What follows belongs to an exercise in optimizing a design on an open flow for small area, a short achievable clock period and few clock cycles; a production flow would make more cautious choices. At most, simulation tests tie the RTL to the original design; equivalence was not proved.

rev 12:
## frame_rx
module frame_rx (
    input  wire        clk,
    input  wire        rst,
    input  wire        in_valid,
    input  wire [7:0]  in_data,
    output wire        in_ready,
    output wire        o_valid,
    input  wire        o_ready,
    output wire [1:0]  o_kind,    
    output wire [15:0] o_pn,
    output wire [7:0]  o_type,
    output wire [5:0]  o_len,
    output wire [31:0] o_sid,
    output wire [15:0] o_tf,
    output wire [15:0] o_fi,
    output wire [7:0]  o_data,
    output wire        o_last
);
For scale: about 120 I/O pins, about 32000 um2 of cells after synthesis.
clock: 8.0 ns
lec_check: 0
cap_margin: 20
core_margin: 2
core_utilization: 40
place_density: 0.6
setup_slack_margin: 5
slew_margin: 20
run.sh (not shown) runs the stock make flow with config.mk's settings and CLKGATE_MAP_FILE= SYNTH_SCRIPT=/design/flow/synth_recipe.tcl, a recipe that flattens the netlist after the stock synthesis.
Relative to rev 12, the following input files were edited for rev 13:
-- flow/design.v --
<<< rev 12, line 52
        begin
            s = {1'b0, x} + {1'b0, d};
            if (s >= 2 * RING)
                s = s - 2 * RING;
            else if (s >= RING)
                s = s - RING;
            addm = s[5:0];
        end
    endfunction
>>> rev 13, line 52
        begin
            s = {1'b0, x} + {1'b0, d};
            addm = (s >= RING) ? s - RING : s[5:0];
        end
    endfunction
<<< rev 12, line 80
    reg [15:0] ccrc;       
    reg        lo_ok;
    reg        pv_le;      
    reg        fnd;        
    reg [5:0]  fj;         
    reg        rdy;
    reg [7:0]  ib;         
    reg        ibv;
    reg        ov;
    reg [1:0]  okind;
>>> rev 13, line 76
    reg [15:0] ccrc;       
    reg        lo_ok;
    reg        rdy;
    reg        ov;
    reg [1:0]  okind;
<<< rev 12, line 125
    wire       do_emit = do_end && (emit_h || emit_n);
    wire       rewind  = do_end && !(emit_h || emit_n);
    wire       le_prev = (j == 6'd13) ? (w[12] <= 8'd49) : pv_le;
    wire       fnd_eff = (j != 6'd13) && fnd;
    reg        early;
    integer    e;
    always @* begin
        early = 1'b0;
        for (e = 1; e <= 8; e = e + 1)
            if (w[e+4] == 8'd0 && w[e+3] <= 8'd49)
                early = 1'b1;
    end
    wire [5:0] tgt     = fnd_eff ? fj : ps + 6'd10;
    wire       jump    = rewind && !early && (tgt > 6'd13);
    wire [5:0] jpos    = addm(h, tgt);
    wire       take    = do_fill || do_slide || do_cont || do_end;
    wire [15:0] fill_crc = crc_byte((j == 6'd0) ? 16'hFFFF : wcrc, rb);
>>> rev 13, line 116
    wire       do_emit = do_end && (emit_h || emit_n);
    wire       rewind  = do_end && !(emit_h || emit_n);
    wire       take    = do_fill || do_slide || do_cont || do_end;
    wire [15:0] fill_crc = crc_byte((j == 6'd0) ? 16'hFFFF : wcrc, rb);
<<< rev 12, line 145
                          fire ? pay_next : (ov && okind != 2'd2);
    wire [5:0] p_next   = do_emit ? addm(h, 6'd13) : pay_next ? inc(p) : p;
    wire [5:0] hj_next  = (do_fill || do_slide) ? inc(hj) : do_emit ? r :
                          jump ? jpos : hj;
    wire [5:0] f_next   = job_next ? p_next : hj_next;
    always @(posedge clk) begin
        ib <= in_data;
        if (ibv)
            ring[wp] <= ib;
    end
    always @(posedge clk) begin
>>> rev 13, line 123
                          fire ? pay_next : (ov && okind != 2'd2);
    wire [5:0] p_next   = do_emit ? addm(h, 6'd13) : pay_next ? inc(p) : p;
    wire [5:0] hj_next  = (do_fill || do_slide) ? inc(hj) : do_emit ? r : hj;
    wire [5:0] f_next   = job_next ? p_next : hj_next;
    always @(posedge clk) begin
        if (acc_in)
            ring[wp] <= in_data;
    end
    always @(posedge clk) begin
<<< rev 12, line 172
            r     <= 6'd0;
            rbv   <= 1'b0;
            ibv   <= 1'b0;
            j     <= 6'd0;
            drop  <= 1'b0;
>>> rev 13, line 148
            r     <= 6'd0;
            rbv   <= 1'b0;
            j     <= 6'd0;
            drop  <= 1'b0;
<<< rev 12, line 186
            pc    <= 6'd0;
        end else begin
            ibv <= acc_in;
            if (ibv)
                wp <= inc(wp);
            rdy <= (used + ibv + acc_in <= RING - 2);
            if (jump) begin
                r   <= jpos;
                rbv <= 1'b0;
            end else if (rewind) begin
                r   <= addm(h, 6'd13);
                rbv <= 1'b0;
>>> rev 13, line 161
            pc    <= 6'd0;
        end else begin
            if (acc_in)
                wp <= inc(wp);
            rdy <= (used <= RING - 3) || (used == RING - 2 && !acc_in);
            if (rewind) begin
                r   <= addm(h, 6'd13);
                rbv <= 1'b0;
<<< rev 12, line 212
            end
            if (do_cont) begin
                pv_le <= (rb <= 8'd49);
                if (!fnd_eff && le_prev && rb == 8'd0) begin
                    fnd <= 1'b1;
                    fj  <= j - 6'd4;
                end else if (j == 6'd13) begin
                    fnd <= 1'b0;
                end
                ccrc <= (j < jlo) ? crc_byte(cur, rb) : cur;
                if (j == jlo)
>>> rev 13, line 183
            end
            if (do_cont) begin
                ccrc <= (j < jlo) ? crc_byte(cur, rb) : cur;
                if (j == jlo)
<<< rev 12, line 228
                    h <= r;
                    j <= 6'd0;
                end else if (jump) begin
                    h    <= jpos;
                    j    <= 6'd0;
                end else begin
                    drop <= 1'b1;
>>> rev 13, line 192
                    h <= r;
                    j <= 6'd0;
                end else begin
                    drop <= 1'b1;
--- outcome ---
- Reported for rev 13 and rev 12, cell depth of the worst min-delay path turned out identical to the last digit.
- Rev 13 vs rev 12: final wirelength down in rev 13
- Higher first-pass GRT wire length among rev 13 and rev 12: rev 12
- On rev 13: non-clock inverter instance count of the final layout is about 46% lower than what rev 12 gave.
- The run showing the greater proportion of synthesized chip area in sequential cells is rev 13.
Testbench counts of rev 13, summed over its fixed seeds: cycles 50,804.
Function not checked in rev 12: the RTL went through the layout flow alone.

[re-timing with driven ports]
Ports are ideal in the flow. The routed layouts listed here were re-timed in OpenROAD. Step 1: set_driving_cell puts a clkbuf_16 on clk and a buf_2 on each other input, an assumption about the parent block. Step 2 moves the port delays by t, midway between the first and last clock arrival at a register: inputs arrive t later, outputs are due t later. That takes back most of the time a late clock gives input paths. Three values: no drivers, after step 1, after step 2; two values: the first two.
run	shift t [ns]	slack for setup (ns)	worst data-port slew with drivers (ns)
rev 12	0.693	4.275 / 4.275 / 3.916	0.05
rev 13	0.676	4.989 / 4.986 / 4.340	0.07
After both steps every run listed still meets setup and hold. For rev 13, which loses most, drivers alone change the setup slack by -0.003 ns; drivers and shift together by -0.649 ns.
